This design comes from an exercise in tuning for small area on the open sky130 flow, not from production work. Function was checked by simulation only, so behaviour that the tests miss may differ from the original. No activity file was given, so power comes from the tool's default toggle rates.

===== design.v =====
module tape_decoder (
    input  wire        clk,
    input  wire        rst,           
    input  wire        cfg_we,
    input  wire [1:0]  cfg_sel,       
    input  wire [31:0] cfg_data,
    input  wire        s_valid,
    input  wire [15:0] s_data,
    output wire        s_ready,
    input  wire        ev_ack,
    output reg  [1:0]  ev_pending,    
    output wire        fault,
    output wire [3:0]  fault_code,
    output reg  [3:0]  seq_len,
    output reg         byte_valid,
    output wire [7:0]  byte_data,
    output reg  [3:0]  byte_field,    
    output reg         blk_done,
    output wire [1:0]  blk_type,      
    output wire [7:0]  blk_len,
    output wire [63:0] name,          
    output wire [7:0]  ftype,
    output wire [7:0]  ascii,
    output wire [7:0]  gap,
    output wire [15:0] start_addr,
    output wire [15:0] load_addr
);
    localparam [3:0] S_SYNC  = 4'd0,
                     S_TYPE  = 4'd1,
                     S_LEN   = 4'd2,
                     S_NAME  = 4'd3,
                     S_FTYPE = 4'd4,
                     S_ASCII = 4'd5,
                     S_GAP   = 4'd6,
                     S_START = 4'd7,
                     S_LOAD  = 4'd8,
                     S_DATA  = 4'd9,
                     S_CKSUM = 4'd10,
                     S_LEAD  = 4'd11;
    localparam [1:0] BT_NAME = 2'd0, BT_DATA = 2'd1, BT_EOF = 2'd2;
    reg [31:0] n_one_lo, n_one_hi, n_zero_lo, n_zero_hi;    
    reg [31:0] clen;          
    reg        prev_nn;
    reg [3:0]   state;
    reg [7:0]   shift;
    reg [2:0]   bitcnt;
    reg [1:0]   btype;
    reg [7:0]   len;
    reg [7:0]   ck;
    reg [7:0]   cnt;          
    reg [1:0]   fc;           
    reg [111:0] rec;          
    assign fault      = fc[1] | fc[0];
    assign fault_code = {2'b00, fc};
    assign s_ready    = !fault && (ev_pending == 2'd0);
    assign byte_data  = shift;
    assign blk_type   = btype;
    assign blk_len    = (btype == BT_NAME) ? 8'd13 : len;
    assign name       = {rec[55:0], len};
    assign ftype      = rec[63:56];
    assign ascii      = rec[71:64];
    assign gap        = rec[79:72];
    assign start_addr = {rec[87:80],  rec[95:88]};
    assign load_addr  = {rec[103:96], rec[111:104]};
    wire push     = s_valid && s_ready && !rst;
    wire neg      = s_data[15];
    wire crossing = prev_nn && neg;
    function automatic carry32(input [31:0] a, input [31:0] b, input cin);
        integer k;
        reg r;
        begin
            r = cin;
            for (k = 0; k < 32; k = k + 1)
                r = (a[k] & b[k]) | (a[k] & r) | (b[k] & r);
            carry32 = r;
        end
    endfunction
    wire c_ol, c_oh, c_zl, c_zh;
    td_carry32 u_ol (.a(n_one_lo),  .b(clen), .cin(1'b1), .cout(c_ol));
    td_carry32 u_oh (.a(n_one_hi),  .b(clen), .cin(1'b0), .cout(c_oh));
    td_carry32 u_zl (.a(n_zero_lo), .b(clen), .cin(1'b1), .cout(c_zl));
    td_carry32 u_zh (.a(n_zero_hi), .b(clen), .cin(1'b0), .cout(c_zh));
    wire is_one  = c_ol && !c_oh;
    wire is_zero = c_zl && !c_zh;
    wire bit_ok  = is_one || is_zero;
    wire       bit_in   = push && crossing && bit_ok;
    wire [7:0] shift_in = {is_one, shift[7:1]};
    wire sync_hit = (shift_in[7:2] == 6'b001111) && (bitcnt >= 3'd5) &&
                    (bitcnt < 3'd6 || !shift_in[1]) &&
                    (bitcnt < 3'd7 || !shift_in[0]);
    wire in_sync   = (state == S_SYNC);
    wire byte_done = bit_in && !in_sync && (bitcnt == 3'd7);
    always @(posedge clk) begin
        if (rst) begin
            if (!cfg_we || cfg_sel == 2'd0) n_one_lo  <= ~(cfg_we ? cfg_data : 32'd18);
            if (!cfg_we || cfg_sel == 2'd1) n_one_hi  <= ~(cfg_we ? cfg_data : 32'd31);
            if (!cfg_we || cfg_sel == 2'd2) n_zero_lo <= ~(cfg_we ? cfg_data : 32'd31);
            if (!cfg_we || cfg_sel == 2'd3) n_zero_hi <= ~(cfg_we ? cfg_data : 32'hFFFF_FFFF);
        end
    end
    always @(posedge clk) begin
        if (rst) begin
            clen    <= 32'd0;
            prev_nn <= 1'b0;
        end else if (push) begin
            prev_nn <= !neg;
            clen    <= crossing ? 32'd1 : clen + 32'd1;
        end
    end
    always @(posedge clk) begin
        if (bit_in) begin
            shift <= shift_in;
            if (state != S_LEAD)
                rec <= {shift[0], rec[111:1]};
            if (byte_done && state == S_LEN)
                len <= shift_in;
            else if (btype == BT_NAME && state != S_LEAD)
                len <= {rec[0], len[7:1]};
        end
    end
    always @(posedge clk) begin
        if (rst)
            bitcnt <= 3'd0;
        else if (bit_in) begin
            if (in_sync)
                bitcnt <= sync_hit ? 3'd0 : (bitcnt == 3'd7 ? 3'd7 : bitcnt + 3'd1);
            else
                bitcnt <= bitcnt + 3'd1;
        end
    end
    always @(posedge clk) begin
        byte_valid <= byte_done;
        blk_done   <= 1'b0;
        if (rst) begin
            state      <= S_SYNC;
            seq_len    <= 4'd0;
            ev_pending <= 2'd0;
            fc         <= 2'd0;
        end else begin
            if (ev_ack && ev_pending != 2'd0) begin
                if (ev_pending[1])
                    seq_len <= 4'd0;
                ev_pending <= 2'd0;
            end
            if (bit_in && in_sync && sync_hit)
                state <= S_TYPE;
            if (byte_done) begin
                byte_field <= state;
                if (state >= S_LEN && state <= S_DATA)
                    cnt <= (state == S_LEN) ? shift_in : cnt - 8'd1;
                ck <= ((state == S_TYPE) ? 8'd0 : ck) + shift_in;
                case (state)
                    S_TYPE: begin
                        btype <= (shift_in == 8'h00) ? BT_NAME :
                                 (shift_in == 8'h01) ? BT_DATA : BT_EOF;
                        if (shift_in == 8'h00 || shift_in == 8'h01 || shift_in == 8'hFF)
                            state <= S_LEN;
                        else
                            state <= S_SYNC;
                    end
                    S_LEN: begin
                        if ((btype == BT_NAME && shift_in != 8'd15) ||
                            (btype == BT_EOF  && shift_in != 8'd0))
                            state <= S_SYNC;
                        else if (btype == BT_NAME)
                            state <= S_NAME;
                        else if (shift_in == 8'd0)
                            state <= S_CKSUM;
                        else
                            state <= S_DATA;
                    end
                    S_NAME:  if (cnt[2:0] == 3'd0) state <= S_FTYPE;
                    S_FTYPE: state <= S_ASCII;
                    S_ASCII: state <= S_GAP;
                    S_GAP:   state <= S_START;
                    S_START: if (cnt[0]) state <= S_LOAD;
                    S_LOAD:  if (cnt[0]) state <= S_CKSUM;
                    S_DATA:  if (cnt == 8'd1) state <= S_CKSUM;
                    S_CKSUM: begin
                        if (shift_in != ck)
                            fc[0] <= 1'b1;
                        else
                            state <= S_LEAD;
                    end
                    default: begin   
                        if (seq_len[3]) begin
                            fc[1] <= 1'b1;
                        end else begin
                            seq_len  <= seq_len + 4'd1;
                            blk_done <= 1'b1;
                            ev_pending <= (btype == BT_NAME) ? 2'd1 :
                                          (btype == BT_EOF)  ? 2'd2 : 2'd0;
                            state <= S_SYNC;
                        end
                    end
                endcase
            end
        end
    end
endmodule
module td_carry32 (input wire [31:0] a, input wire [31:0] b, input wire cin, output wire cout);
    wire [16:0] c;
    assign c[0] = cin;
    genvar k;
    generate for (k = 0; k < 16; k = k + 1) begin : g
        td_chunk u (.a(a[2*k +: 2]), .b(b[2*k +: 2]), .cin(c[k]), .cout(c[k+1]));
    end endgenerate
    assign cout = c[16];
endmodule
module td_chunk (input wire [1:0] a, input wire [1:0] b, input wire cin, output wire cout);
    reg r;
    integer k;
    always @* begin
        r = cin;
        for (k = 0; k < 2; k = k + 1)
            r = (a[k] & b[k]) | (a[k] & r) | (b[k] & r);
    end
    assign cout = r;
endmodule

===== constraint.sdc =====
create_clock -name core_clock -period 10.0 [get_ports {clk}]
set_input_delay 2.0000 -clock core_clock [delete_from_list [all_inputs] [get_ports {clk}]]
set_output_delay 2.0000 -clock core_clock [all_outputs]
set_load 0.01 [all_outputs]

===== config.mk =====
export PLATFORM = sky130hd
export DESIGN_NAME = tape_decoder
export DESIGN_NICKNAME = tape_decoder
export VERILOG_FILES = /design/flow/design.v
export SDC_FILE = /design/flow/constraint.sdc
export NUM_CORES = 4
export LEC_CHECK = 0
export CAP_MARGIN = 0
export CORE_MARGIN = 2
export CORE_UTILIZATION = 72
export SLEW_MARGIN = 0
export SYNTH_HIERARCHICAL = 1

===== flow/run.sh =====
#!/bin/bash
set -euo pipefail
CTS="-sink_clustering_enable -sink_clustering_size 20 -sink_clustering_max_diameter 60 -buf_list sky130_fd_sc_hd__clkbuf_8 -dont_use_dummy_load -repair_clock_nets"
bash standard.sh "BUFFER_PORTS_ARGS=-buffer_cell sky130_fd_sc_hd__buf_1" "CTS_ARGS=$CTS" finish > standard_flow.log 2>&1

===== standard.sh =====
#!/bin/bash
# synth_recipe.tcl (not shown) runs the flow's synth.tcl, then flattens the netlist and writes it again
# the make line also repeats each setting of config.mk as NAME=value (left out here)
make -C /OpenROAD-flow-scripts/flow DESIGN_CONFIG=/design/flow/config.mk WORK_HOME=/design/flow/orfs CLKGATE_MAP_FILE= SYNTH_SCRIPT=/design/flow/synth_recipe.tcl "${@:-finish}"

==> flow_summary.json, run 1 <==
{
  "fin_nets": 1335,
  "drt_wl_total_mm": 27.5,
  "area_delta_synth_final_pct": 9.65,
  "cts-buffers-inserted": 20,
  "postSynth.asyncResetShare_pct": 0,
  "avgViaCountPerCell": 6.05,
  "crit_top_cell": "o21ai_1",
  "die_x_um": 141,
  "start_util_pct": 72.9,
  "grt_max_degree": 67,
  "path_class": "reg2reg",
  "worstPathMaxFanout": 41,
  "crit_path_start_kind": "register",
  "hpwl_mm": 19.0,
  "synth-seq-cells": 328,
  "fp-row-count": 50,
  "max-slew-margin-rel_pct": 21.0,
  "hold_violations": 0,
  "grt_pass1_wl_mm": 42.9,
  "rsz0062_at_grt": "no",
  "drt-initial-drc-count": 615,
  "cp.required_ns": 10.21,
  "report.final.slew_viol_count": 0,
  "final.fill_count": 1109,
  "core_um2": 18600,
  "yosys_most_used_dff": "edfxtp_1",
  "grt_remaining_overflow": 0,
  "seqCellArea_um2": 9350,
  "wire_per_inst_um": 18.4,
  "setup_viol": 0,
  "die_h_um": 141,
  "antenna_found_initial": 1,
  "yosysSeqAreaShare_pct": 69.0,
  "postCtsSetupBuffers": 0,
  "power_leakage_nw": 4.40,
  "port_buffers": 193,
  "clockRootBuffer": "clkbuf_8",
  "cpPeakStageDelay_ns": 0.92,
  "period_minus_slack_ns": 7.97,
  "routed-via-count": 9044,
  "fin_skew_ns": 0.0686,
  "yosys.area.top_type_share_pct": 61.6,
  "status": "complete, no violations",
  "synth_edf_count": 278,
  "ant_nets": 0,
  "worst_path_max_delay_cell": "a21oi_4",
  "endpoint_kind": "register",
  "cts_max_path_buffers": 3,
  "pwr_density_cell_nw_per_um2": 146,
  "synth_area_per_cell_um2": 12.8,
  "netlist_instances": 1062,
  "final_common_cell": "edfxtp_1",
  "worstMarginPinSlew_ns": 1.18,
  "cts.sinks": 328,
  "cts.repair.resized": 0,
  "ys_warn_count": 8,
  "gp_congestion": 0.875,
  "route.detailed.drc": 0,
  "drive_gt1_share_pct": 4.92,
  "first_global_vias": 8770,
  "first_pass_iters": 5,
  "ios": 211,
  "critical_path_buf_inv_count": 1,
  "worstHoldPathType": "reg2reg",
  "crit_family": "compound AO/OA/AOI/OAI gates",
  "synth.area.top_cells": "edfxtp_1 (62%), dfxtp_1 (7.4%), nand2_1 (3.8%), a21oi_1 (3.3%), o22ai_1 (3.0%)",
  "multi_input_area_um2": 4100,
  "maxCapViolCount": 0,
  "arrival_ns": 8.19,
  "cts_tree": "done",
  "peakVddDrop_mv": 0.119,
  "hold_buffers": 0,
  "final.period_utilization_pct": 79.7,
  "fin_util_pct": 80.0,
  "worstSkewPairLatency_ns": 0.56,
  "mostFrequentLayoutCells": "edfxtp_1 (278), buf_1 (192), nand2_1 (136)",
  "netlist_area_um2": 13600,
  "clk_pin_slew_ns": 0.11,
  "htreeDepth": 1,
  "grt_use_total_pct": 27.0,
  "fin_tns_setup_ns": 0,
  "yosysUniqueCellTypes": 67,
  "clock.fmax_ghz": 0.125,
  "fp.dieArea_um2": 19900,
  "yosys.area.top_type": "edfxtp_1"
}
==> synth_stat cells, drive strengths merged (3+ instances only) <==
cell and n:
buf 4, nor2 64, a221oi 3, xor2 29
or3 5, nand2 136, nand2b 12, nand3 17
mux2 9, and2 11, a21o 3, dfxtp 50
xnor2 21, o22ai 66, ha 16, or2 5
and4 3, and3 5, nand4 14, nor4 6
a211oi 3, o21ai 76, a31oi 4, a21oi 90
inv 18, o31ai 5, edfxtp 278, nor3 17
nor2b 41, or4 3, clkbuf 23
==> per-module statistics from Yosys, one instance, submodules excluded, a selection <==
module	copies in the design	flip-flops and latches	cells	cell area, um2
tape_decoder	1	328	806	12300
td_chunk	64	0	4	20.0
==> cell type report <==
cell class / count / share of cell area, %
sequential: 328 / 62.9
multi-input combinational: 695 / 27.6
timing repair buffer: 198 / 5.14
tap: 234 / 1.97
clock buffer: 20 / 1.85
inverter: 20 / 0.547
antenna: 1 / 0.0168
==> state kept, by name, indices dropped and copies added (netlist names), 32 cells and up <==
register / cells
clen: 32
n_one_hi: 32
n_one_lo: 32
n_zero_hi: 32
n_zero_lo: 32
rec: 112
==> through the flow <==
| stage | hold slack, ns | setup WS (ns) | instance area [um2] | instances | total power [mW] |
|---|---|---|---|---|---|
| CTS | 0.445 | 2.14 | 14900 | 1495 | 2.18 |
| detailed placement | 0.432 | 2.09 | 14600 | 1475 | 1.65 |
| global placement | 0.428 | 2.43 | 14600 | 1475 | 1.64 |
| floorplan | 0.406 | 1.26 | 13600 | 1070 | 1.62 |
| global route | 0.462 | 1.41 | 14900 | 1495 | 2.24 |
| finish | 0.446 | 2.03 | 14900 | 1496 | 2.17 |
==> power breakdown <==
part	switching, mW	total [mW]	leakage, nW	internal [mW]
sequential	0.0249	1.55	2.78	1.52
combinational	0.0468	0.0699	1.48	0.0231
clock	0.372	0.554	0.144	0.182
total	0.444	2.17	4.40	1.73
==> logic make-up after synthesis <==
group | share of synthesized area, %
fa+ha+maj | 1.62
other cells | 0.0554
xor+xnor | 3.23
simple gates | 12.7
buf+inv | 1.47
compound gates | 11.1
flops | 69.0
mux | 0.822
==> per-layer routing <==
metal | GRT usage [%] | routed length (um) | up-vias
met5 | 0 | 0 | -
met4 | 5.84 | 360 | 0
met3 | 4.96 | 1880 | 42
met2 | 47.9 | 14100 | 329
met1 | 35.3 | 11200 | 4341
li1 | - | - | 4332
==> worst paths after layout <==
path,from,end,slack [ns],depth (start not counted)
min,rec[1],rec[0],0.45,0
max reg2reg,clen[1],rec[35],2.03,37
max,clen[1],rec[35],2.03,37
min reg2reg,rec[1],rec[0],0.45,0
==> inputs of run 2 (changes only) <==
==> flow/run.sh (replaced) <==
#!/bin/bash
set -euo pipefail
CTS="-sink_clustering_enable -sink_clustering_size 22 -sink_clustering_max_diameter 50 -buf_list sky130_fd_sc_hd__clkbuf_8 -dont_use_dummy_load -repair_clock_nets"
bash standard.sh "BUFFER_PORTS_ARGS=-buffer_cell sky130_fd_sc_hd__buf_1" "CTS_ARGS=$CTS" finish > standard_flow.log 2>&1
==> flow_summary.json, run 2 <==
{
  "status": "complete, no violations",
  "final.fill_count": 1082,
  "peakVddDrop_mv": 0.122,
  "start_util_pct": 72.9,
  "crit_family": "compound AO/OA/AOI/OAI gates",
  "critical_path_buf_inv_count": 1,
  "clk_pin_slew_ns": 0.09,
  "mostFrequentLayoutCells": "edfxtp_1 (278), buf_1 (192), nand2_1 (136)",
  "avgViaCountPerCell": 6.03,
  "final_cell_area_um2": 15000,
  "area_delta_synth_final_pct": 10.5,
  "power_leakage_nw": 4.46,
  "netlist_instances": 1062,
  "core_um2": 18600,
  "synth_edf_count": 278,
  "fin_tns_setup_ns": 0,
  "yosys_most_used_dff": "edfxtp_1",
  "drive_gt1_share_pct": 5.52,
  "wire_per_inst_um": 18.4,
  "ant_nets": 0,
  "cts.sinks": 328,
  "clock.fmax_ghz": 0.126,
  "crit_path_start_kind": "register",
  "hold_violations": 0,
  "route.detailed.drc": 0,
  "top_register": "rec",
  "placedInstanceArea_um2": 14600,
  "grt_remaining_overflow": 0,
  "postCtsSetupBuffers": 0,
  "yosysUniqueCellTypes": 67,
  "max-slew-margin-rel_pct": 20.5,
  "report.final.slew_viol_count": 0,
  "antenna_found_initial": 1,
  "synth-seq-cells": 328,
  "setup_viol": 0,
  "period_minus_slack_ns": 7.96,
  "worstMarginPinSlew_ns": 1.19,
  "largest_reg_flops": 112,
  "cpPeakStageDelay_ns": 0.91,
  "hold_ws_ns": 0.432,
  "die_x_um": 141,
  "netlist_area_um2": 13600,
  "crit_top_cell": "o21ai_1",
  "port_buffers": 193,
  "fp.dieArea_um2": 19900,
  "fin_skew_ns": 0.0439,
  "drt_wl_total_mm": 27.6,
  "clockRootBuffer": "clkbuf_8",
  "routed-via-count": 9075,
  "yosys.area.top_type_share_pct": 61.6,
  "die_h_um": 141,
  "cp.required_ns": 10.19,
  "arrival_ns": 8.15,
  "synthTopCellsByCount": "edfxtp_1 (278), nand2_1 (136), a21oi_1 (90), o22ai_1 (66), o21ai_1 (65)",
  "ios": 211,
  "path_class": "reg2reg",
  "final_common_cell": "edfxtp_1",
  "cts.repair.resized": 0,
  "fin_nets": 1343,
  "grt_max_degree": 67,
  "worstHoldPathType": "reg2reg",
  "synth.area.top_cells": "edfxtp_1 (62%), dfxtp_1 (7.4%), nand2_1 (3.8%), a21oi_1 (3.3%), o22ai_1 (3.0%)",
  "hpwl_mm": 19.0,
  "drt-initial-drc-count": 620,
  "synth_area_per_cell_um2": 12.8,
  "cts_max_path_buffers": 3,
  "htreeDepth": 1,
  "yosysMostFrequentCell": "edfxtp_1",
  "grt_pass1_wl_mm": 43.1,
  "first_pass_iters": 5,
  "postSynth.asyncResetShare_pct": 0,
  "final.period_utilization_pct": 79.6,
  "worstPathMaxFanout": 41,
  "rsz0062_at_grt": "no",
  "ys_warn_count": 8,
  "worstSkewPairLatency_ns": 0.58,
  "cts-buffers-inserted": 28,
  "maxCapViolCount": 0,
  "pwr_density_cell_nw_per_um2": 151,
  "grt_use_total_pct": 27.1,
  "worst_path_max_delay_cell": "a21oi_4",
  "hold_buffers": 0,
  "endpoint_kind": "register",
  "cts_tree": "done",
  "gp_congestion": 0.875,
  "fp-row-count": 50,
  "fin_util_pct": 80.6,
  "yosys.area.top_type": "edfxtp_1",
  "first_global_vias": 8887,
  "yosysSeqAreaShare_pct": 69.0
}
==> run 2: power by group <==
group	switching, mW	internal (mW)	leakage [nW]
Sequential	0.0249	1.52	2.78
Combinational	0.0470	0.0231	1.48
Clock	0.391	0.249	0.201
==> run 2: path summary, 6_finish.rpt <==
| check | from | to | slack (ns) | depth (start not counted) |
|---|---|---|---|---|
| setup / recovery | clen[1] | rec[38] | 2.04 | 37 |
| hold / removal | rec[80] | rec[79] | 0.43 | 0 |
| hold reg to reg | rec[80] | rec[79] | 0.43 | 0 |
| setup reg to reg | clen[1] | rec[38] | 2.04 | 37 |
==> run 2: area by class of cell <==
cell class / count / area (um2) / area share, %
Timing Repair Buffer: 198 / 763 / 5.10
Antenna cell: 1 / 2.50 / 0.0167
Sequential cell: 328 / 9350 / 62.5
Clock buffer: 28 / 385 / 2.57
Tap cell: 234 / 293 / 1.96
Inverter: 20 / 81.3 / 0.543
Multi-Input combinational cell: 695 / 4100 / 27.4
==> run 2: per-module statistics from Yosys (local to each module, per instance), a selection <==
module,flops+latches,area (um2),times used
td_chunk,0,20.0,64
tape_decoder,328,12300,1
==> run 2: cell families after synthesis <==
logic type               Yosys count  share of synthesized area (%)
XOR/XNOR                          50                           3.23
buffers and inverters             47                           1.47
adder cells (fa/ha/maj)           17                           1.62
flip-flops                       328                           69.0
other                              2                         0.0554
AND/OR/NAND/NOR                  345                           12.7
multiplexers                      10                          0.822
AO/OA/AOI/OAI                    263                           11.1
==> run 2: layer usage <==
layer | vias up | part of all wire (%) | track usage [%]
li1 | 4347 | - | -
met1 | 4361 | 42 | 35.1
met2 | 321 | 50 | 48.0
met3 | 46 | 6.2 | 4.99
met4 | 0 | 1.7 | 6.53
met5 | - | 0 | 0
==> run 2: metrics by stage <==
step	total power, mW	setup slack [ns]	instances
detailed placement	1.65	2.09	1475
finish	2.26	2.04	1504
global route	2.32	1.41	1503
global placement	1.64	2.43	1475
floorplan	1.62	1.26	1070
CTS	2.27	2.12	1503
==> run 2: worst reg2reg max path: cells and delay by family (launching register included) <==
| family | cells | cell delay (ns) |
|---|---|---|
| AO/OA/AOI/OAI | 33 | 5.86 |
| flip-flops | 1 | 0.51 |
| AND/OR/NAND/NOR | 3 | 0.59 |
| buffers and inverters | 1 | 0.62 |
==> inputs of run 3 (changes only) <==
==> flow/run.sh (replaced) <==
#!/bin/bash
set -euo pipefail
here=$(pwd)
CTS="-sink_clustering_enable -sink_clustering_size 20 -sink_clustering_max_diameter 60 -buf_list sky130_fd_sc_hd__clkbuf_8 -dont_use_dummy_load -repair_clock_nets"
bash standard.sh "POST_FLOORPLAN_TCL=$here/flow/downsize.tcl" "BUFFER_PORTS_ARGS=-buffer_cell sky130_fd_sc_hd__buf_1" "CTS_ARGS=$CTS" finish > standard_flow.log 2>&1
==> flow/downsize.tcl (new file) <==
# Run after floorplanning (POST_FLOORPLAN_TCL): give every combinational cell
# the smallest-area cell of its family (same function, other drive strength).
# The later repair steps size up again where slew, capacitance or timing need it.
# Registers, tie cells and physical cells are left alone.
set n 0
foreach inst [get_cells *] {
  set ref [get_property $inst ref_name]
  if { ![regexp {^(sky130_fd_sc_hd__[a-z0-9]+)_[0-9]+$} $ref -> base] } { continue }
  if { [regexp {__(df|edf|sdf|dl|sdl|conb|tap|fill|decap|diode)} $ref] } { continue }
  set best $ref
  set best_area [get_property [get_lib_cells */$ref] area]
  foreach lc [get_lib_cells */${base}_*] {
    set name [get_property $lc name]
    if { ![regexp "^${base}_\[0-9\]+\$" $name] } { continue }
    if { [get_property $lc dont_use] } { continue }
    set a [get_property $lc area]
    if { $a < $best_area } { set best $name; set best_area $a }
  }
  if { $best ne $ref } {
    replace_cell $inst [get_lib_cells */$best]
    incr n
  }
}
puts "downsize: $n cells resized"
==> flow_summary.json, run 3 <==
{
  "pwr_density_cell_nw_per_um2": 148,
  "clockRootBuffer": "clkbuf_8",
  "synth_edf_count": 278,
  "period_minus_slack_ns": 8.43,
  "worstMarginPinSlew_ns": 1.17,
  "clock.fmax_ghz": 0.119,
  "mostFrequentLayoutCells": "edfxtp_1 (278), buf_1 (192), nand2_1 (136)",
  "largest_reg_flops": 112,
  "synthAdderAreaFrac_pct": 1.62,
  "fin_skew_ns": 0.0795,
  "synth.area.mux_share_pct": 0.822,
  "yosysUniqueCellTypes": 67,
  "cts.sinks": 328,
  "routed-via-count": 9150,
  "crit_top_cell": "o21ai_1",
  "grt_pass1_wl_mm": 41.7,
  "worst_path_max_delay_cell": "nand3_1",
  "cts.repair.resized": 0,
  "yosysSeqAreaShare_pct": 69.0,
  "synthXorXnorAreaFrac_pct": 3.23,
  "synthTopCellsByCount": "edfxtp_1 (278), nand2_1 (136), a21oi_1 (90), o22ai_1 (66), o21ai_1 (65)",
  "htreeDepth": 1,
  "cp.required_ns": 10.23,
  "worstPathMaxFanout": 11,
  "hold_buffers": 0,
  "synth_top_family_by_area": "simple AND/OR/NAND/NOR gates",
  "path_class": "reg2reg",
  "synth-simple-area-share_pct": 12.7,
  "cts_max_path_buffers": 3,
  "final.period_utilization_pct": 84.3,
  "die_x_um": 141,
  "yosys.area.top_type_share_pct": 61.6,
  "first_global_vias": 8539,
  "netlist_area_um2": 13600,
  "fp.dieArea_um2": 19900,
  "yosys_most_used_dff": "edfxtp_1",
  "core_um2": 18600,
  "status": "complete, no violations",
  "synth_area_per_cell_um2": 12.8,
  "rsz0062_at_grt": "no",
  "cpPeakStageDelay_ns": 0.54,
  "peakVddDrop_mv": 0.129,
  "synth_compound_area_share_pct": 11.1,
  "cts-buffers-inserted": 22,
  "power_leakage_nw": 4.39,
  "fin_nets": 1338,
  "setup_ws_ns": 1.57,
  "gp_congestion": 0.864,
  "yosysMostFrequentCell": "edfxtp_1",
  "fin_tns_setup_ns": 0,
  "drive_gt1_share_pct": 3.88,
  "setup_viol": 0,
  "grt_use_total_pct": 26.4,
  "clk_pin_slew_ns": 0.10,
  "max-slew-margin-rel_pct": 22.1,
  "arrival_ns": 8.66,
  "area_delta_synth_final_pct": 9.20,
  "start_util_pct": 72.9,
  "avgViaCountPerCell": 6.11,
  "ys_warn_count": 8,
  "ff2ff_setup_slack_ns": 1.57,
  "critical_path_buf_inv_count": 2,
  "first_pass_iters": 7,
  "hpwl_mm": 18.9,
  "cts_tree": "done",
  "grt_max_degree": 114,
  "endpoint_kind": "register",
  "worstHoldPathType": "reg2reg",
  "grt_remaining_overflow": 0,
  "preCtsSetupSlack_ns": 1.87,
  "synth-seq-cells": 328,
  "antenna_found_initial": 1,
  "postSynth.asyncResetShare_pct": 0,
  "netlist_instances": 1062,
  "top_register": "rec",
  "die_h_um": 141,
  "drt_wl_total_mm": 27.3,
  "ant_nets": 0,
  "drt-initial-drc-count": 812,
  "final_common_cell": "edfxtp_1",
  "fp-row-count": 50,
  "antenna_cells": 0,
  "postCtsSetupBuffers": 0,
  "crit_path_start_kind": "register",
  "ios": 211,
  "hold_violations": 0,
  "synth.area.top_cells": "edfxtp_1 (62%), dfxtp_1 (7.4%), nand2_1 (3.8%), a21oi_1 (3.3%), o22ai_1 (3.0%)",
  "maxCapViolCount": 0,
  "wire_per_inst_um": 18.2,
  "crit_family": "compound AO/OA/AOI/OAI gates",
  "port_buffers": 193,
  "yosys.area.top_type": "edfxtp_1",
  "route.detailed.drc": 0,
  "worstSkewPairLatency_ns": 0.57,
  "report.final.slew_viol_count": 0
}
-- run 3: cell counts after synthesis --
Identical to the previous run, type by type.
-- run 3: power breakdown --
group          leakage (nW)  total (mW)  switching [mW]  internal (mW)
sequential             2.78        1.55          0.0249           1.52
combinational          1.46      0.0688          0.0456         0.0231
clock                 0.158       0.578           0.379          0.199
-- run 3: path summary, 6_finish.rpt --
kind                  from  endpoint  cells after the start
setup reg to reg   clen[1]    len[7]                     39
hold reg to reg   rec[104]  rec[103]                      0
setup / recovery   clen[1]    len[7]                     39
hold / removal    rec[104]  rec[103]                      0
-- run 3: modules after synthesis, one instance, submodules excluded, a selection --
module / cell area, um2 / flip-flops and latches / cells inside / copies in the design
td_chunk: 20.0 / 0 / 4 / 64
tape_decoder: 12300 / 328 / 806 / 1
-- run 3: logic make-up after synthesis --
logic type               after synthesis
XOR/XNOR                              50
adder cells (fa/ha/maj)               17
flip-flops                           328
multiplexers                          10
AND/OR/NAND/NOR                      345
other                                  2
buffers and inverters                 47
AO/OA/AOI/OAI                        263
-- run 3: area by class of cell --
cell class,instances,area [um2]
inverters,20,75.1
repair buffers,199,783
flip-flops and latches,328,9350
well taps,234,293
multi-input cells,695,4000
clock buffers,22,303
fillers,1093,3780
-- run 3: through the flow --
stage / util [%] / cell area [um2] / hold WS (ns) / cells / power (mW)
2_1_floorplan: - / 13600 / 0.406 / 1070 / 1.62
3_3_place_gp: 78.0 / 14500 / 0.427 / 1476 / 1.64
3_5_place_dp: 78.0 / 14500 / 0.432 / 1476 / 1.65
4_1_cts: 79.6 / 14800 / 0.419 / 1498 / 2.20
5_1_grt: 79.6 / 14800 / 0.436 / 1498 / 2.26
6_report: 79.6 / 14800 / 0.437 / 1498 / 2.19
-- run 3: layer usage --
layer / vias up / wire length [um] / global-route usage, %
li1: 4343 / - / -
met1: 4375 / 11200 / 35.0
met2: 378 / 13500 / 46.0
met3: 52 / 2030 / 4.96
met4: 2 / 535 / 6.42
met5: - / 13 / 0
==> inputs of run 4 (changes only) <==
--- a/design.v
+++ b/design.v
@@ -15,5 +15,5 @@
     output reg         byte_valid,
     output wire [7:0]  byte_data,
-    output reg  [3:0]  byte_field,    
+    output wire [3:0]  byte_field,    
     output reg         blk_done,
     output wire [1:0]  blk_type,      
@@ -55,4 +55,5 @@
     assign s_ready    = !fault && (ev_pending == 2'd0);
     assign byte_data  = shift;
+    assign byte_field = state;
     assign blk_type   = btype;
     assign blk_len    = (btype == BT_NAME) ? 8'd13 : len;
@@ -146,42 +147,15 @@
                 state <= S_TYPE;
             if (byte_done) begin
-                byte_field <= state;
                 if (state >= S_LEN && state <= S_DATA)
                     cnt <= (state == S_LEN) ? shift_in : cnt - 8'd1;
                 ck <= ((state == S_TYPE) ? 8'd0 : ck) + shift_in;
                 case (state)
-                    S_TYPE: begin
+                    S_TYPE:
                         btype <= (shift_in == 8'h00) ? BT_NAME :
                                  (shift_in == 8'h01) ? BT_DATA : BT_EOF;
-                        if (shift_in == 8'h00 || shift_in == 8'h01 || shift_in == 8'hFF)
-                            state <= S_LEN;
-                        else
-                            state <= S_SYNC;
-                    end
-                    S_LEN: begin
-                        if ((btype == BT_NAME && shift_in != 8'd15) ||
-                            (btype == BT_EOF  && shift_in != 8'd0))
-                            state <= S_SYNC;
-                        else if (btype == BT_NAME)
-                            state <= S_NAME;
-                        else if (shift_in == 8'd0)
-                            state <= S_CKSUM;
-                        else
-                            state <= S_DATA;
-                    end
-                    S_NAME:  if (cnt[2:0] == 3'd0) state <= S_FTYPE;
-                    S_FTYPE: state <= S_ASCII;
-                    S_ASCII: state <= S_GAP;
-                    S_GAP:   state <= S_START;
-                    S_START: if (cnt[0]) state <= S_LOAD;
-                    S_LOAD:  if (cnt[0]) state <= S_CKSUM;
-                    S_DATA:  if (cnt == 8'd1) state <= S_CKSUM;
-                    S_CKSUM: begin
+                    S_CKSUM:
                         if (shift_in != ck)
                             fc[0] <= 1'b1;
-                        else
-                            state <= S_LEAD;
-                    end
-                    default: begin   
+                    S_LEAD: begin
                         if (seq_len[3]) begin
                             fc[1] <= 1'b1;
@@ -191,7 +165,34 @@
                             ev_pending <= (btype == BT_NAME) ? 2'd1 :
                                           (btype == BT_EOF)  ? 2'd2 : 2'd0;
-                            state <= S_SYNC;
                         end
                     end
+                    default: ;
+                endcase
+            end
+            if (byte_valid) begin
+                case (state)
+                    S_TYPE:
+                        state <= (shift == 8'h00 || shift == 8'h01 || shift == 8'hFF) ?
+                                 S_LEN : S_SYNC;
+                    S_LEN:
+                        if ((btype == BT_NAME && shift != 8'd15) ||
+                            (btype == BT_EOF  && shift != 8'd0))
+                            state <= S_SYNC;
+                        else if (btype == BT_NAME)
+                            state <= S_NAME;
+                        else if (shift == 8'd0)
+                            state <= S_CKSUM;
+                        else
+                            state <= S_DATA;
+                    S_NAME:  if (!cnt[3]) state <= S_FTYPE;      
+                    S_FTYPE: state <= S_ASCII;
+                    S_ASCII: state <= S_GAP;
+                    S_GAP:   state <= S_START;
+                    S_START: if (!cnt[0]) state <= S_LOAD;       
+                    S_LOAD:  if (!cnt[0]) state <= S_CKSUM;      
+                    S_DATA:  if (cnt == 8'd0) state <= S_CKSUM;   
+                    S_CKSUM: if (!fc[0]) state <= S_LEAD;
+                    S_LEAD:  if (!fc[1]) state <= S_SYNC;
+                    default: ;
                 endcase
             end
==> flow/run.sh (replaced) <==
#!/bin/bash
set -euo pipefail
here=$(pwd)
CTS="-sink_clustering_enable -sink_clustering_size 20 -sink_clustering_max_diameter 50 -buf_list sky130_fd_sc_hd__clkbuf_8 -dont_use_dummy_load -repair_clock_nets"
bash standard.sh "POST_FLOORPLAN_TCL=$here/flow/downsize.tcl" "BUFFER_PORTS_ARGS=-buffer_cell sky130_fd_sc_hd__buf_1" "CTS_ARGS=$CTS" finish > standard_flow.log 2>&1
==> flow_summary.json, run 4 <==
{
  "start_util_pct": 74.1,
  "synth-simple-area-share_pct": 12.2,
  "fin_skew_ns": 0.0619,
  "yosysMostFrequentCell": "edfxtp_1",
  "first_global_vias": 9088,
  "period_minus_slack_ns": 8.32,
  "clock.fmax_ghz": 0.120,
  "postCtsSetupBuffers": 0,
  "synth_top_family_by_area": "compound AO/OA/AOI/OAI gates",
  "busiest_layer": "met2",
  "route.detailed.drc": 0,
  "yosysUniqueCellTypes": 61,
  "port_buffers": 193,
  "max-slew-margin-rel_pct": 19.9,
  "die_x_um": 140,
  "maxCapViolCount": 0,
  "cts.repair.resized": 0,
  "final.fill_count": 1038,
  "fp.dieArea_um2": 19700,
  "netlist_area_um2": 13400,
  "hpwl_mm": 20.0,
  "grt_use_met1_pct": 38.1,
  "grt_max_degree": 94,
  "drt-initial-drc-count": 847,
  "cts.sinks": 324,
  "reg2regPathDepth": 38,
  "power_leakage_nw": 4.30,
  "yosys_most_used_dff": "edfxtp_1",
  "dp.cells": 1479,
  "arrival_ns": 8.62,
  "drt_wl_total_mm": 29.4,
  "clockRootBuffer": "clkbuf_8",
  "crit-reg2reg-launch": "clen[1]",
  "fin_cells": 1506,
  "hold_ws_ns": 0.439,
  "cts_tree": "done",
  "worstMarginPinSlew_ns": 1.20,
  "grt_remaining_overflow": 0,
  "peakVddDrop_mv": 0.145,
  "ant_nets": 0,
  "report.final.slew_viol_count": 0,
  "crit_start": "clen[1]",
  "seqCellArea_um2": 9230,
  "grt_use_met2_pct": 51.2,
  "synthXorXnorAreaFrac_pct": 2.22,
  "synth.area.top_cells": "edfxtp_1 (61%), dfxtp_1 (7.5%), nand2_1 (3.8%), a21oi_1 (3.8%), o22ai_1 (3.0%)",
  "synth_compound_area_share_pct": 12.7,
  "setup_viol": 0,
  "synthAdderAreaFrac_pct": 1.46,
  "top_register": "rec",
  "synth_edf_count": 274,
  "ios": 211,
  "antenna_found_initial": 1,
  "gp_congestion": 0.888,
  "area_delta_synth_final_pct": 10.4,
  "hold_buffers": 0,
  "yosys.area.top_type_share_pct": 61.4,
  "fin_tns_setup_ns": 0,
  "die_h_um": 140,
  "fin_nets": 1348,
  "rsz0062_at_grt": "no",
  "yosysSeqAreaShare_pct": 68.9,
  "yosys.area.top_type": "edfxtp_1",
  "worstSkewPairLatency_ns": 0.56,
  "final.period_utilization_pct": 83.2,
  "drive_gt1_share_pct": 4.47,
  "cp.required_ns": 10.31,
  "synth-seq-cells": 324,
  "worstPathMaxFanout": 14,
  "cpPeakStageDelay_ns": 0.71,
  "status": "complete, no violations",
  "clk_pin_slew_ns": 0.12,
  "pwr_density_cell_nw_per_um2": 150,
  "worst_path_max_delay_cell": "nor2_1",
  "path_class": "reg2reg",
  "fp-row-count": 49,
  "cts-buffers-inserted": 26,
  "avgViaCountPerCell": 6.24,
  "crit_top_cell": "o21ai_1",
  "mostFrequentLayoutCells": "edfxtp_1 (274), buf_1 (192), nand2_1 (137)",
  "endpoint_kind": "register",
  "multi_input_area_um2": 4020,
  "r2r-end": "len[3]",
  "synthTopCellsByCount": "edfxtp_1 (274), nand2_1 (137), a21oi_1 (101), o21ai_1 (65), o22ai_1 (65)",
  "htreeDepth": 1,
  "synth.area.mux_share_pct": 0.906,
  "ys_warn_count": 8,
  "hold_violations": 0,
  "worstHoldPathType": "reg2reg",
  "grtUsageMet3_pct": 6.22,
  "crit_path_start_kind": "register",
  "final_common_cell": "edfxtp_1",
  "endpoint": "len[3]",
  "netlist_instances": 1067,
  "core_um2": 18100,
  "routed-via-count": 9397,
  "grt_use_total_pct": 29.5,
  "wire_per_inst_um": 19.5,
  "postSynth.asyncResetShare_pct": 0,
  "synth_area_per_cell_um2": 12.6,
  "ff2ff_setup_slack_ns": 1.68,
  "cts_max_path_buffers": 3,
  "grt_pass1_wl_mm": 45.9,
  "largest_reg_flops": 112,
  "first_pass_iters": 5
}
## run 4: cell families (layout without fill, tap and decap cells)
family                   after synthesis  in the layout
multiplexers                          11             11
adder cells (fa/ha/maj)               15             15
buffers and inverters                 54            255
other                                  2             11
AO/OA/AOI/OAI                        296            296
XOR/XNOR                              34             34
AND/OR/NAND/NOR                      331            331
flip-flops                           324            324
## run 4: report_power, final
part           internal, mW  switching, mW  total, mW
clock                 0.233          0.382      0.614
sequential             1.50         0.0243       1.53
combinational        0.0232         0.0471     0.0703
total                  1.76          0.453       2.21
## run 4: worst min-delay path by stage
stage | slack [ns] | end | startpoint | cells after the start
finish | 0.44 | rec[8] | rec[9] | 0
global placement | 0.43 | rec[59] | rec[60] | 0
floorplan | 0.48 | prev_nn | prev_nn | 2
detailed placement | 0.43 | rec[55] | rec[56] | 0
global route | 0.44 | rec[104] | rec[105] | 0
CTS | 0.43 | rec[104] | rec[105] | 0
## run 4: layer usage
layer | part of all wire [%] | wire length, um
met5 | 0 | 0
met3 | 8.8 | 2600
met4 | 2.2 | 648
met2 | 50 | 14700
met1 | 39 | 11400
## run 4: final cells by class
class	instances	area share, %
clock buffer	26	2.42
tap	229	1.94
inverter	29	0.736
multi-input combinational	697	27.2
antenna	1	0.0169
sequential	324	62.4
timing repair buffer	200	5.35
## run 4: worst max-delay path: cells and delay by family (launching register included)
family | cells | cell delay, ns
buffers and inverters | 1 | 0.40
AO/OA/AOI/OAI | 33 | 5.55
AND/OR/NAND/NOR | 3 | 1.15
flip-flops | 1 | 0.53
multiplexers | 1 | 0.42
## run 4: per-stage QoR
step | utilization (%) | setup WS [ns] | instance area, um2 | power [mW]
2_1_floorplan | - | 1.50 | 13400 | 1.60
3_3_place_gp | 79.8 | 2.21 | 14400 | 1.62
3_5_place_dp | 79.8 | 1.95 | 14400 | 1.63
4_1_cts | 81.8 | 1.85 | 14800 | 2.22
5_1_grt | 81.8 | 0.922 | 14800 | 2.27
6_report | 81.8 | 1.68 | 14800 | 2.21
## run 4: per-module statistics from Yosys, one instance, submodules excluded, a selection
module | copies in the design | flip-flops and latches
td_chunk | 64 | 0
tape_decoder | 1 | 324
==> inputs of run 5 (changes only) <==
==> flow/run.sh (replaced) <==
#!/bin/bash
set -euo pipefail
here=$(pwd)
CTS="-sink_clustering_enable -sink_clustering_size 30 -sink_clustering_max_diameter 80 -buf_list sky130_fd_sc_hd__clkbuf_16 -dont_use_dummy_load -repair_clock_nets"
bash standard.sh "POST_FLOORPLAN_TCL=$here/flow/downsize.tcl" "BUFFER_PORTS_ARGS=-buffer_cell sky130_fd_sc_hd__buf_1" "CTS_ARGS=$CTS" finish > standard_flow.log 2>&1
==> flow_summary.json, run 5 <==
{
  "top_register": "rec",
  "largest_reg_flops": 112,
  "crit-reg2reg-launch": "clen[1]",
  "rsz0062_at_grt": "no",
  "worstPathMaxFanout": 14,
  "grt_use_total_pct": 29.2,
  "p_int_mw": 1.80,
  "gp_congestion": 0.888,
  "setup_viol": 0,
  "htreeDepth": 1,
  "grt_max_degree": 94,
  "swShare_pct": 19.9,
  "p_sw_mw": 0.448,
  "dp.cells": 1479,
  "cts_tree": "done",
  "reg2regPathDepth": 38,
  "cp.required_ns": 10.13,
  "power_leakage_nw": 4.30,
  "avgViaCountPerCell": 6.27,
  "fin_cells": 1495,
  "worstMarginPinSlew_ns": 1.20,
  "cpPeakStageDelay_ns": 0.66,
  "drt_wl_total_mm": 29.0,
  "fin_skew_ns": 0.0531,
  "peakVddDrop_mv": 0.202,
  "hold_buffers": 0,
  "p_clk_share_pct": 28.9,
  "first_pass_iters": 5,
  "port_buffers": 193,
  "netlist_instances": 1067,
  "start_util_pct": 74.1,
  "seqCellArea_um2": 9230,
  "fin_tns_setup_ns": 0,
  "final_common_cell": "edfxtp_1",
  "r2r-end": "len[0]",
  "endpoint_kind": "register",
  "fp.dieArea_um2": 19700,
  "yosys.area.top_type": "edfxtp_1",
  "placedInstanceArea_um2": 14400,
  "yosysUniqueCellTypes": 61,
  "yosysSeqAreaShare_pct": 68.9,
  "synthTopCellsByCount": "edfxtp_1 (274), nand2_1 (137), a21oi_1 (101), o21ai_1 (65), o22ai_1 (65)",
  "arrival_ns": 8.46,
  "die_x_um": 140,
  "cts_max_path_buffers": 3,
  "total_power_mw": 2.25,
  "max-slew-margin-rel_pct": 19.5,
  "whs_endpoint": "rec[31]",
  "worstSkewPairLatency_ns": 0.50,
  "mostFrequentLayoutCells": "edfxtp_1 (274), buf_1 (192), nand2_1 (137)",
  "maxCapViolCount": 0,
  "ios": 211,
  "hold_start": "rec[32]",
  "synth-seq-cells": 324,
  "combPwrFrac_pct": 3.1,
  "final.fill_count": 1036,
  "period_minus_slack_ns": 8.34,
  "hold_violations": 0,
  "synth.area.top_cells": "edfxtp_1 (61%), dfxtp_1 (7.5%), nand2_1 (3.8%), a21oi_1 (3.8%), o22ai_1 (3.0%)",
  "postSynth.asyncResetShare_pct": 0,
  "synth_area_per_cell_um2": 12.6,
  "ff2ff_setup_slack_ns": 1.66,
  "cts.sinks": 324,
  "report.final.slew_viol_count": 0,
  "ant_nets": 0,
  "netlist_area_um2": 13400,
  "first_global_vias": 9025,
  "route.detailed.drc": 0,
  "path_class": "reg2reg",
  "fin_nets": 1337,
  "fp-row-count": 49,
  "worstHoldPathType": "reg2reg",
  "area_delta_synth_final_pct": 10.6,
  "die_h_um": 140,
  "multi_input_area_um2": 4020,
  "final_cell_area_um2": 14800,
  "drive_gt1_share_pct": 3.64,
  "antenna_found_initial": 1,
  "worstHoldPathCells": 0,
  "yosysMostFrequentCell": "edfxtp_1",
  "yosys_most_used_dff": "edfxtp_1",
  "crit_path_start_kind": "register",
  "hpwl_mm": 20.0,
  "synth_edf_count": 274,
  "ys_warn_count": 8,
  "status": "complete, no violations",
  "crit_top_cell": "o21ai_1",
  "worst_path_max_delay_cell": "nor2_1",
  "wire_per_inst_um": 19.4,
  "clock.fmax_ghz": 0.120,
  "final.period_utilization_pct": 83.4,
  "pwr_density_cell_nw_per_um2": 152,
  "yosys.area.top_type_share_pct": 61.4,
  "grt_remaining_overflow": 0,
  "postCtsSetupBuffers": 0,
  "grt_pass1_wl_mm": 45.5,
  "routed-via-count": 9373,
  "cts.repair.resized": 0,
  "clk_pin_slew_ns": 0.11,
  "clockRootBuffer": "clkbuf_16",
  "p_seq_share_pct": 68.0,
  "drt-initial-drc-count": 802,
  "cts-buffers-inserted": 15,
  "core_um2": 18100
}
## run 5: cell counts after synthesis
Identical to the previous run, type by type.
## run 5: kinds of logic (layout without fill, tap and decap cells)
kind of cell,count (synthesis),in the layout,synth area share [%]
and+or+nand+nor,331,331,12.2
adders and majority gates,15,15,1.46
buffers and inverters,54,244,1.64
DFF,324,324,68.9
muxes,11,11,0.906
AOI/OAI and AO/OA,296,296,12.7
other,2,11,0.0561
xor gates and xnor gates,34,34,2.22
## run 5: worst max-delay path by stage
stage,to,startpoint,cells past startpoint,slack [ns]
floorplan,len[0],clen[1],36,1.50
global placement,len[1],clen[1],38,2.21
detailed placement,len[5],clen[1],38,1.95
CTS,len[0],clen[1],38,1.82
global route,len[5],clen[1],38,0.92
finish,len[0],clen[1],38,1.66
## run 5: per-module statistics from Yosys (local to each module, per instance), excerpt
module / cell area [um2] / cells / flops+latches
tape_decoder: 12100 / 811 / 324
td_chunk: 20.0 / 4 / 0
## run 5: per-stage QoR
stage	hold slack [ns]	utilization [%]	worst slack, ns
after floorplan	0.478	-	1.50
after global placement	0.429	79.8	2.21
after detailed placement	0.433	79.8	1.95
after CTS	0.454	81.9	1.82
after global routing	0.460	81.9	0.921
final	0.455	81.9	1.66
## run 5: metal layers
| layer | global-route usage [%] | vias to the layer above | share of wire [%] |
|---|---|---|---|
| met3 | 6.46 | 49 | 8.4 |
| met2 | 50.5 | 395 | 51 |
| met5 | 0 | - | 0 |
| met1 | 37.6 | 4523 | 39 |
| met4 | 8.67 | 0 | 2.2 |
| li1 | - | 4406 | - |
## run 5: layout make-up
cell class | instances | area share [%]
Sequential cell | 324 | 62.3
Multi-Input combinational cell | 697 | 27.1
Timing Repair Buffer | 200 | 5.34
Clock buffer | 15 | 2.53
Tap cell | 229 | 1.93
Inverter | 29 | 0.735
Antenna cell | 1 | 0.0169
## run 5: power by group through the flow
| stage | Sequential, mW | Combinational, mW | Clock (mW) |
|---|---|---|---|
| finish | 1.53 | 0.0702 | 0.648 |
| global route | 1.53 | 0.0785 | 0.689 |
| CTS | 1.53 | 0.0703 | 0.651 |
| detailed placement | 1.56 | 0.0699 | 0 |
| global placement | 1.55 | 0.0663 | 0 |
| floorplan | 1.55 | 0.0455 | 0 |
## run 5: critical path: cells and delay by family, from the launching register on
kind	cells	cell delay, ns
compound gates	34	5.91
simple gates	3	1.09
buf+inv	1	0.40
flops	1	0.55
==> inputs of run 6 (changes only) <==
==> flow/run.sh (replaced) <==
#!/bin/bash
set -euo pipefail
here=$(pwd)
CTS="-sink_clustering_enable -sink_clustering_size 24 -sink_clustering_max_diameter 70 -buf_list {sky130_fd_sc_hd__clkbuf_8 sky130_fd_sc_hd__clkbuf_16} -dont_use_dummy_load -repair_clock_nets"
bash standard.sh "POST_FLOORPLAN_TCL=$here/flow/downsize.tcl" "BUFFER_PORTS_ARGS=-buffer_cell sky130_fd_sc_hd__buf_1" "CTS_ARGS=$CTS" finish > standard_flow.log 2>&1
==> flow_summary.json, run 6 <==
{
  "path_class": "reg2reg",
  "postCtsSetupBuffers": 0,
  "ant_nets": 0,
  "ios": 211,
  "cts_tree": "done",
  "setup_viol": 0,
  "route.detailed.drc": 0,
  "postSynth.asyncResetShare_pct": 0,
  "hold_violations": 0,
  "routed-via-count": 9394,
  "die_x_um": 140,
  "preCtsSetupSlack_ns": 1.95,
  "die_h_um": 140,
  "first_pass_iters": 7,
  "worstPathMaxFanout": 14,
  "port_buffers": 193,
  "cts-buffers-inserted": 17,
  "crit_start": "clen[1]",
  "pwr_density_cell_nw_per_um2": 154,
  "clockRootBuffer": "clkbuf_16",
  "wl_met2_mm": 14.9,
  "fin_tns_setup_ns": 0,
  "yosysMostFrequentCell": "edfxtp_1",
  "netlist_area_um2": 13400,
  "worstHoldPathType": "reg2reg",
  "cts.sinks": 324,
  "clk_pin_slew_ns": 0.09,
  "yosys.area.top_type": "edfxtp_1",
  "cp.required_ns": 10.23,
  "largest_reg_flops": 112,
  "seqCellArea_um2": 9230,
  "start_util_pct": 74.1,
  "first_global_vias": 8996,
  "final.fill_count": 1014,
  "final_cell_area_um2": 14900,
  "max-slew-margin-rel_pct": 20.1,
  "worstSkewPairLatency_ns": 0.50,
  "htreeDepth": 1,
  "rsz0062_at_grt": "no",
  "synth.area.top_cells": "edfxtp_1 (61%), dfxtp_1 (7.5%), nand2_1 (3.8%), a21oi_1 (3.8%), o22ai_1 (3.0%)",
  "cpPeakStageDelay_ns": 0.68,
  "status": "complete, no violations",
  "worst_path_max_delay_cell": "nor2_1",
  "drt_wl_total_mm": 29.5,
  "ys_warn_count": 8,
  "crit_path_start_kind": "register",
  "worstMarginPinSlew_ns": 1.20,
  "grt_max_degree": 94,
  "final_common_cell": "edfxtp_1",
  "cts_max_path_buffers": 3,
  "grt_remaining_overflow": 0,
  "netlist_instances": 1067,
  "wirelength_met1_mm": 11.5,
  "maxCapViolCount": 0,
  "final.period_utilization_pct": 83.0,
  "yosys_most_used_dff": "edfxtp_1",
  "endpoint_kind": "register",
  "hold_start": "rec[91]",
  "avgViaCountPerCell": 6.28,
  "fin_util_pct": 82.2,
  "synth-seq-cells": 324,
  "power_leakage_nw": 4.32,
  "critical_path_buf_inv_count": 1,
  "placedInstanceArea_um2": 14400,
  "top_register": "rec",
  "antenna_found_initial": 1,
  "grt_pass1_wl_mm": 46.2,
  "area_delta_synth_final_pct": 10.9,
  "dp.cells": 1479,
  "clock.fmax_ghz": 0.120,
  "core_um2": 18100,
  "fin_cells": 1497,
  "gp_congestion": 0.888,
  "setup_ws_ns": 1.70,
  "yosysUniqueCellTypes": 61,
  "synth_area_per_cell_um2": 12.6,
  "synthTopCellsByCount": "edfxtp_1 (274), nand2_1 (137), a21oi_1 (101), o21ai_1 (65), o22ai_1 (65)",
  "highest_layer": "met4",
  "crit-reg2reg-launch": "clen[1]",
  "drive_gt1_share_pct": 3.79,
  "dr_wl_met3_mm": 2.61,
  "arrival_ns": 8.53,
  "mostFrequentLayoutCells": "edfxtp_1 (274), buf_1 (192), nand2_1 (137)",
  "multi_input_area_um2": 4020,
  "fin_skew_ns": 0.0227,
  "fp.dieArea_um2": 19700,
  "yosysSeqAreaShare_pct": 68.9,
  "synth_edf_count": 274,
  "crit_family": "compound AO/OA/AOI/OAI gates",
  "report.final.slew_viol_count": 0,
  "yosys.area.top_type_share_pct": 61.4,
  "hpwl_mm": 20.0,
  "fin_nets": 1339,
  "peakVddDrop_mv": 0.171,
  "cts.repair.resized": 0,
  "grt_use_total_pct": 29.6,
  "fp-row-count": 49,
  "period_minus_slack_ns": 8.30,
  "wire_per_inst_um": 19.7,
  "drt-initial-drc-count": 830,
  "hold_buffers": 0
}
==> run 6: cell types whose count changed in the layout (fill, tap and decap cells not counted), sizes merged <==
cell    delta
clkbuf     +2
==> run 6: metrics by stage <==
step	total power, mW	hold WS, ns
floorplan	1.60	0.478
finish	2.28	0.451
global placement	1.62	0.429
CTS	2.28	0.449
detailed placement	1.63	0.433
global route	2.34	0.460
==> run 6: routing by layer <==
metal | vias to the layer above | global-route usage [%]
met5 | - | 0
met4 | 0 | 7.07
met3 | 49 | 6.39
met2 | 418 | 52.2
met1 | 4523 | 38.2
li1 | 4404 | -
==> run 6: logic make-up (layout without fill, tap and decap cells) <==
group,count (synthesis),count (layout),share of synthesized area [%]
AO/OA/AOI/OAI,296,296,12.7
XOR/XNOR,34,34,2.22
adder cells (fa/ha/maj),15,15,1.46
buffers and inverters,54,246,1.64
flip-flops,324,324,68.9
multiplexers,11,11,0.906
other,2,11,0.0561
AND/OR/NAND/NOR,331,331,12.2
==> run 6: area by class of cell <==
type | count | area share [%]
multi-input cells | 697 | 27.0
flip-flops and latches | 324 | 62.1
well taps | 229 | 1.93
repair buffers | 200 | 5.32
diodes | 1 | 0.0168
inverters | 29 | 0.733
clock buffers | 17 | 2.86
==> run 6: final timing paths <==
check             depth (start not counted)  endpoint  slack, ns
hold / removal                            0   rec[90]       0.45
setup / recovery                         38    len[4]       1.70
hold reg to reg                           0   rec[90]       0.45
setup reg to reg                         38    len[4]       1.70
==> run 6: power breakdown <==
group / internal (mW) / switching (mW)
logic: 0.0232 / 0.0474
clock network: 0.306 / 0.381
registers: 1.50 / 0.0244
total: 1.83 / 0.452
==> run 6: Yosys stat by module (local to each module, per instance), excerpt <==
module | flip-flops and latches | cell area (um2) | cells
tape_decoder | 324 | 12100 | 811
td_chunk | 0 | 20.0 | 4
==> inputs of run 7 (changes only) <==
==> flow/run.sh (replaced) <==
#!/bin/bash
set -euo pipefail
here=$(pwd)
CTS="-sink_clustering_enable -sink_clustering_size 18 -sink_clustering_max_diameter 55 -buf_list sky130_fd_sc_hd__clkbuf_8 -dont_use_dummy_load -repair_clock_nets"
bash standard.sh "POST_FLOORPLAN_TCL=$here/flow/downsize.tcl" "BUFFER_PORTS_ARGS=-buffer_cell sky130_fd_sc_hd__buf_1" "CTS_ARGS=$CTS" finish > standard_flow.log 2>&1
--- a/config.mk
+++ b/config.mk
@@ -8,5 +8,5 @@
 export CAP_MARGIN = 0
 export CORE_MARGIN = 2
-export CORE_UTILIZATION = 72
+export CORE_UTILIZATION = 76
 export SLEW_MARGIN = 0
 export SYNTH_HIERARCHICAL = 1
==> flow_summary.json, run 7 <==
{
  "port_buffers": 193,
  "final.period_utilization_pct": 84.8,
  "wl_met2_mm": 15.6,
  "synth_area_per_cell_um2": 12.6,
  "antenna_found_initial": 0,
  "worstSkewPairLatency_ns": 0.56,
  "avgViaCountPerCell": 6.40,
  "gp_congestion": 0.932,
  "multi_input_area_um2": 4020,
  "area_delta_synth_final_pct": 9.94,
  "rsz0062_at_grt": "no",
  "hold_buffers": 0,
  "clockRootBuffer": "clkbuf_8",
  "synthTopCellsByCount": "edfxtp_1 (274), nand2_1 (137), a21oi_1 (101), o21ai_1 (65), o22ai_1 (65)",
  "clock.fmax_ghz": 0.118,
  "postCtsSetupBuffers": 0,
  "fin_skew_ns": 0.0377,
  "period_minus_slack_ns": 8.48,
  "hpwl_mm": 21.1,
  "p_seq_share_pct": 70.0,
  "ant_nets": 0,
  "start_util_pct": 77.7,
  "drive_gt1_share_pct": 4.09,
  "p_clk_share_pct": 26.7,
  "die_h_um": 137,
  "worstHoldPathType": "reg2reg",
  "arrival_ns": 8.69,
  "yosys.area.top_type": "edfxtp_1",
  "yosysSeqAreaShare_pct": 68.9,
  "grt_use_total_pct": 32.7,
  "endpoint_kind": "register",
  "crit_path_start_kind": "register",
  "final_common_cell": "edfxtp_1",
  "crit_family": "compound AO/OA/AOI/OAI gates",
  "clk_pin_slew_ns": 0.10,
  "ios": 211,
  "setup_ws_ns": 1.52,
  "cts_tree": "done",
  "route.detailed.drc": 0,
  "yosysMostFrequentCell": "edfxtp_1",
  "swShare_pct": 21.0,
  "p_int_mw": 1.73,
  "wire_per_inst_um": 20.5,
  "first_pass_iters": 6,
  "worstMarginPinSlew_ns": 1.18,
  "postSynth.asyncResetShare_pct": 0,
  "combPwrFrac_pct": 3.3,
  "maxCapViolCount": 0,
  "cpPeakStageDelay_ns": 0.68,
  "yosys_most_used_dff": "edfxtp_1",
  "worstPathMaxFanout": 14,
  "cp.required_ns": 10.21,
  "status": "complete, no violations",
  "synth.area.top_cells": "edfxtp_1 (61%), dfxtp_1 (7.5%), nand2_1 (3.8%), a21oi_1 (3.8%), o22ai_1 (3.0%)",
  "ys_warn_count": 8,
  "highest_layer": "met4",
  "fin_tns_setup_ns": 0,
  "grt_max_degree": 114,
  "synth-seq-cells": 324,
  "hold_violations": 0,
  "drt-initial-drc-count": 966,
  "fin_nets": 1343,
  "drt_wl_total_mm": 30.7,
  "wirelength_met1_mm": 11.4,
  "report.final.slew_viol_count": 0,
  "p_sw_mw": 0.458,
  "grt_pass1_wl_mm": 46.4,
  "netlist_instances": 1067,
  "htreeDepth": 1,
  "fp-row-count": 48,
  "core_um2": 17200,
  "preCtsSetupSlack_ns": 1.82,
  "seqCellArea_um2": 9230,
  "netlist_area_um2": 13400,
  "die_x_um": 137,
  "final.fill_count": 878,
  "top_register": "rec",
  "fp.dieArea_um2": 18700,
  "max-slew-margin-rel_pct": 20.9,
  "pwr_density_cell_nw_per_um2": 148,
  "routed-via-count": 9589,
  "grt_remaining_overflow": 0,
  "setup_viol": 0,
  "critical_path_buf_inv_count": 1,
  "cts-buffers-inserted": 22,
  "yosysUniqueCellTypes": 61,
  "power_leakage_nw": 4.26,
  "worst_path_max_delay_cell": "nor2_1",
  "cts.sinks": 324,
  "path_class": "reg2reg",
  "yosys.area.top_type_share_pct": 61.4,
  "crit_top_cell": "o21ai_1",
  "largest_reg_flops": 112,
  "mostFrequentLayoutCells": "edfxtp_1 (274), buf_1 (192), nand2_1 (137)",
  "cts_max_path_buffers": 3,
  "cts.repair.resized": 0,
  "synth_edf_count": 274,
  "peakVddDrop_mv": 0.167,
  "first_global_vias": 9281,
  "dr_wl_met3_mm": 2.80
}
[run 7: cell counts after synthesis]
No cell type changed its count.
[run 7: cell families after synthesis]
logic type               share of synthesized area (%)
adder cells (fa/ha/maj)                           1.46
XOR/XNOR                                          2.22
AND/OR/NAND/NOR                                   12.2
flip-flops                                        68.9
buffers and inverters                             1.64
AO/OA/AOI/OAI                                     12.7
multiplexers                                     0.906
other                                           0.0561
[run 7: layout make-up]
cell class / instances / share of cell area, %
Sequential cell: 324 / 62.7
Multi-Input combinational cell: 697 / 27.3
Inverter: 29 / 0.739
Timing Repair Buffer: 199 / 5.32
Antenna cell: 2 / 0.0340
Tap cell: 225 / 1.91
Clock buffer: 22 / 2.06
[run 7: worst paths after layout]
check / start / endpoint / slack, ns / cells past startpoint
setup / recovery: clen[1] / len[2] / 1.52 / 38
hold / removal: rec[31] / rec[30] / 0.45 / 0
hold reg to reg: rec[31] / rec[30] / 0.45 / 0
setup reg to reg: clen[1] / len[2] / 1.52 / 38
[run 7: worst reg2reg max path: cells and delay by family, from the launching register on]
| kind | cells | cell delay (ns) |
|---|---|---|
| AOI/OAI and AO/OA | 34 | 6.01 |
| buffers and inverters | 1 | 0.44 |
| DFF | 1 | 0.53 |
| and+or+nand+nor | 3 | 1.20 |
[run 7: per-layer routing]
| metal | up-vias | global-route usage [%] |
|---|---|---|
| li1 | 4400 | - |
| met1 | 4598 | 40.7 |
| met2 | 514 | 57.0 |
| met3 | 77 | 6.59 |
| met4 | 0 | 11.7 |
| met5 | - | 0 |
[run 7: power by group through the flow]
stage               clock network [mW]  logic [mW]  registers (mW)
floorplan                            0      0.0455            1.55
global placement                     0      0.0656            1.55
detailed placement                   0      0.0706            1.56
CTS                              0.581      0.0710            1.53
global route                     0.621      0.0789            1.53
finish                           0.584      0.0714            1.53
[run 7: Yosys stat by module (local to each module, per instance), a selection]
module        flip-flops and latches  cells inside  cell area (um2)  copies in the design
tape_decoder                     324           811            12100                     1
td_chunk                           0             4             20.0                    64
[run 7: per-stage QoR]
step	power [mW]	std cells	cell area (um2)	util [%]	hold WS, ns
2_1_floorplan	1.60	1075	13400	-	0.478
3_3_place_gp	1.62	1474	14400	83.7	0.428
3_5_place_dp	1.63	1474	14400	83.7	0.430
4_1_cts	2.18	1496	14700	85.4	0.452
5_1_grt	2.23	1496	14700	85.4	0.460
6_report	2.18	1498	14700	85.4	0.453
==> inputs of run 8 (changes only) <==
--- a/config.mk
+++ b/config.mk
@@ -8,5 +8,5 @@
 export CAP_MARGIN = 0
 export CORE_MARGIN = 2
-export CORE_UTILIZATION = 76
+export CORE_UTILIZATION = 72
 export SLEW_MARGIN = 0
 export SYNTH_HIERARCHICAL = 1
==> flow_summary.json, run 8 <==
{
  "cp.required_ns": 10.29,
  "placedInstanceArea_um2": 14400,
  "cts_tree": "done",
  "cts-buffers-inserted": 24,
  "avgViaCountPerCell": 6.28,
  "worstHoldPathType": "reg2reg",
  "worstHoldPathCells": 0,
  "preCtsSetupSlack_ns": 1.95,
  "yosys_most_used_dff": "edfxtp_1",
  "yosysMostFrequentCell": "edfxtp_1",
  "netlist_instances": 1067,
  "ys_warn_count": 8,
  "crit-reg2reg-launch": "clen[1]",
  "die_x_um": 140,
  "drive_gt1_share_pct": 4.32,
  "fp.dieArea_um2": 19700,
  "hold_violations": 0,
  "synth.area.top_cells": "edfxtp_1 (61%), dfxtp_1 (7.5%), nand2_1 (3.8%), a21oi_1 (3.8%), o22ai_1 (3.0%)",
  "htreeDepth": 1,
  "worstPathMaxFanout": 14,
  "fin_skew_ns": 0.0628,
  "period_minus_slack_ns": 8.28,
  "postCtsSetupBuffers": 0,
  "seqCellArea_um2": 9230,
  "drt_wl_total_mm": 29.2,
  "grt_remaining_overflow": 0,
  "fin_tns_setup_ns": 0,
  "endpoint_kind": "register",
  "hold_start": "rec[56]",
  "synth-seq-cells": 324,
  "ant_nets": 0,
  "grt_use_met2_pct": 50.5,
  "yosysUniqueCellTypes": 61,
  "yosysSeqAreaShare_pct": 68.9,
  "yosys.area.top_type_share_pct": 61.4,
  "postSynth.asyncResetShare_pct": 0,
  "routed-via-count": 9444,
  "peakVddDrop_mv": 0.143,
  "die_h_um": 140,
  "final.fill_count": 1053,
  "multi_input_area_um2": 4020,
  "pwr_density_cell_nw_per_um2": 149,
  "busiest_layer": "met2",
  "first_pass_iters": 7,
  "port_buffers": 193,
  "cpPeakStageDelay_ns": 0.68,
  "cts.sinks": 324,
  "crit_path_start_kind": "register",
  "rsz0062_at_grt": "no",
  "final_cell_area_um2": 14800,
  "grt_use_met1_pct": 37.7,
  "worst_path_max_delay_cell": "nor2_1",
  "reg2regPathDepth": 38,
  "status": "complete, no violations",
  "report.final.slew_viol_count": 0,
  "first_global_vias": 9125,
  "cts_max_path_buffers": 3,
  "route.detailed.drc": 0,
  "area_delta_synth_final_pct": 10.2,
  "yosys.area.top_type": "edfxtp_1",
  "grt_max_degree": 94,
  "top_register": "rec",
  "crit_top_cell": "o21ai_1",
  "r2r-end": "len[4]",
  "arrival_ns": 8.57,
  "ios": 211,
  "grt_pass1_wl_mm": 45.6,
  "hpwl_mm": 20.0,
  "setup_ws_ns": 1.72,
  "synth_edf_count": 274,
  "largest_reg_flops": 112,
  "final_common_cell": "edfxtp_1",
  "cts.repair.resized": 0,
  "path_class": "reg2reg",
  "setup_viol": 0,
  "synthTopCellsByCount": "edfxtp_1 (274), nand2_1 (137), a21oi_1 (101), o21ai_1 (65), o22ai_1 (65)",
  "fp-row-count": 49,
  "netlist_area_um2": 13400,
  "antenna_found_initial": 1,
  "hold_buffers": 0,
  "core_um2": 18100,
  "power_leakage_nw": 4.28,
  "grt_use_total_pct": 29.3,
  "clock.fmax_ghz": 0.121,
  "maxCapViolCount": 0,
  "drt-initial-drc-count": 814,
  "final.period_utilization_pct": 82.8,
  "clk_pin_slew_ns": 0.11,
  "synth_area_per_cell_um2": 12.6,
  "start_util_pct": 74.1,
  "worstSkewPairLatency_ns": 0.56,
  "mostFrequentLayoutCells": "edfxtp_1 (274), buf_1 (192), nand2_1 (137)",
  "max-slew-margin-rel_pct": 20.1,
  "grtUsageMet3_pct": 5.98,
  "whs_endpoint": "rec[55]",
  "fin_nets": 1346,
  "worstMarginPinSlew_ns": 1.20,
  "ff2ff_setup_slack_ns": 1.72,
  "gp_congestion": 0.888,
  "wire_per_inst_um": 19.4,
  "clockRootBuffer": "clkbuf_8",
  "fin_util_pct": 81.6
}
## run 8: worst max-delay path by stage
| stage | start | endpoint | slack [ns] |
|---|---|---|---|
| floorplan | clen[1] | len[0] | 1.50 |
| global placement | clen[1] | len[1] | 2.21 |
| detailed placement | clen[1] | len[5] | 1.95 |
| CTS | clen[1] | len[4] | 1.86 |
| global route | clen[1] | len[5] | 0.93 |
| finish | clen[1] | len[4] | 1.72 |
## run 8: stage by stage
step | power (mW) | hold WS [ns] | std cells
finish | 2.20 | 0.446 | 1504
floorplan | 1.60 | 0.478 | 1075
global placement | 1.62 | 0.429 | 1479
global route | 2.25 | 0.461 | 1504
CTS | 2.20 | 0.440 | 1503
detailed placement | 1.63 | 0.433 | 1479
## run 8: cells by family (layout without fill, tap and decap cells)
family	Yosys count	in the layout	share of synthesized area [%]
and+or+nand+nor	331	331	12.2
xor gates and xnor gates	34	34	2.22
DFF	324	324	68.9
muxes	11	11	0.906
AOI/OAI and AO/OA	296	296	12.7
buffers and inverters	54	253	1.64
adders and majority gates	15	15	1.46
other	2	11	0.0561
## run 8: area by class of cell
class / instances / area share (%)
Antenna cell: 1 / 0.0169
Inverter: 29 / 0.737
Sequential cell: 324 / 62.5
Clock buffer: 24 / 2.24
Timing Repair Buffer: 200 / 5.36
Tap cell: 229 / 1.94
Multi-Input combinational cell: 697 / 27.2
## run 8: critical path: cells and delay by family (launching register included)
kind	cells	cell delay, ns
muxes	1	0.42
AOI/OAI and AO/OA	33	5.58
and+or+nand+nor	3	1.09
buffers and inverters	1	0.39
DFF	1	0.53
## run 8: Yosys stat by module (local to each module, per instance), a selection
| module | times used | flops+latches |
|---|---|---|
| tape_decoder | 1 | 324 |
| td_chunk | 64 | 0 |
## run 8: power by group
group | internal (mW) | total, mW | leakage, nW | switching, mW
Sequential | 1.50 | 1.53 | 2.69 | 0.0243
Clock | 0.216 | 0.597 | 0.173 | 0.381
Combinational | 0.0232 | 0.0703 | 1.42 | 0.0472
Total | 1.74 | 2.20 | 4.28 | 0.453
## run 8: metal layers
metal	vias to the layer above	part of all wire (%)
met4	0	2.2
met3	57	8.2
met1	4545	39
met2	420	50
li1	4422	-
met5	-	0

Setup slack of run 8, layout unchanged: 1.723 ns with ideal ports, 1.723 ns with driving cells assumed (clock clkbuf_16, inputs buf_2), 1.723 ns with port delays also shifted by the 0.571 ns mid clock arrival.
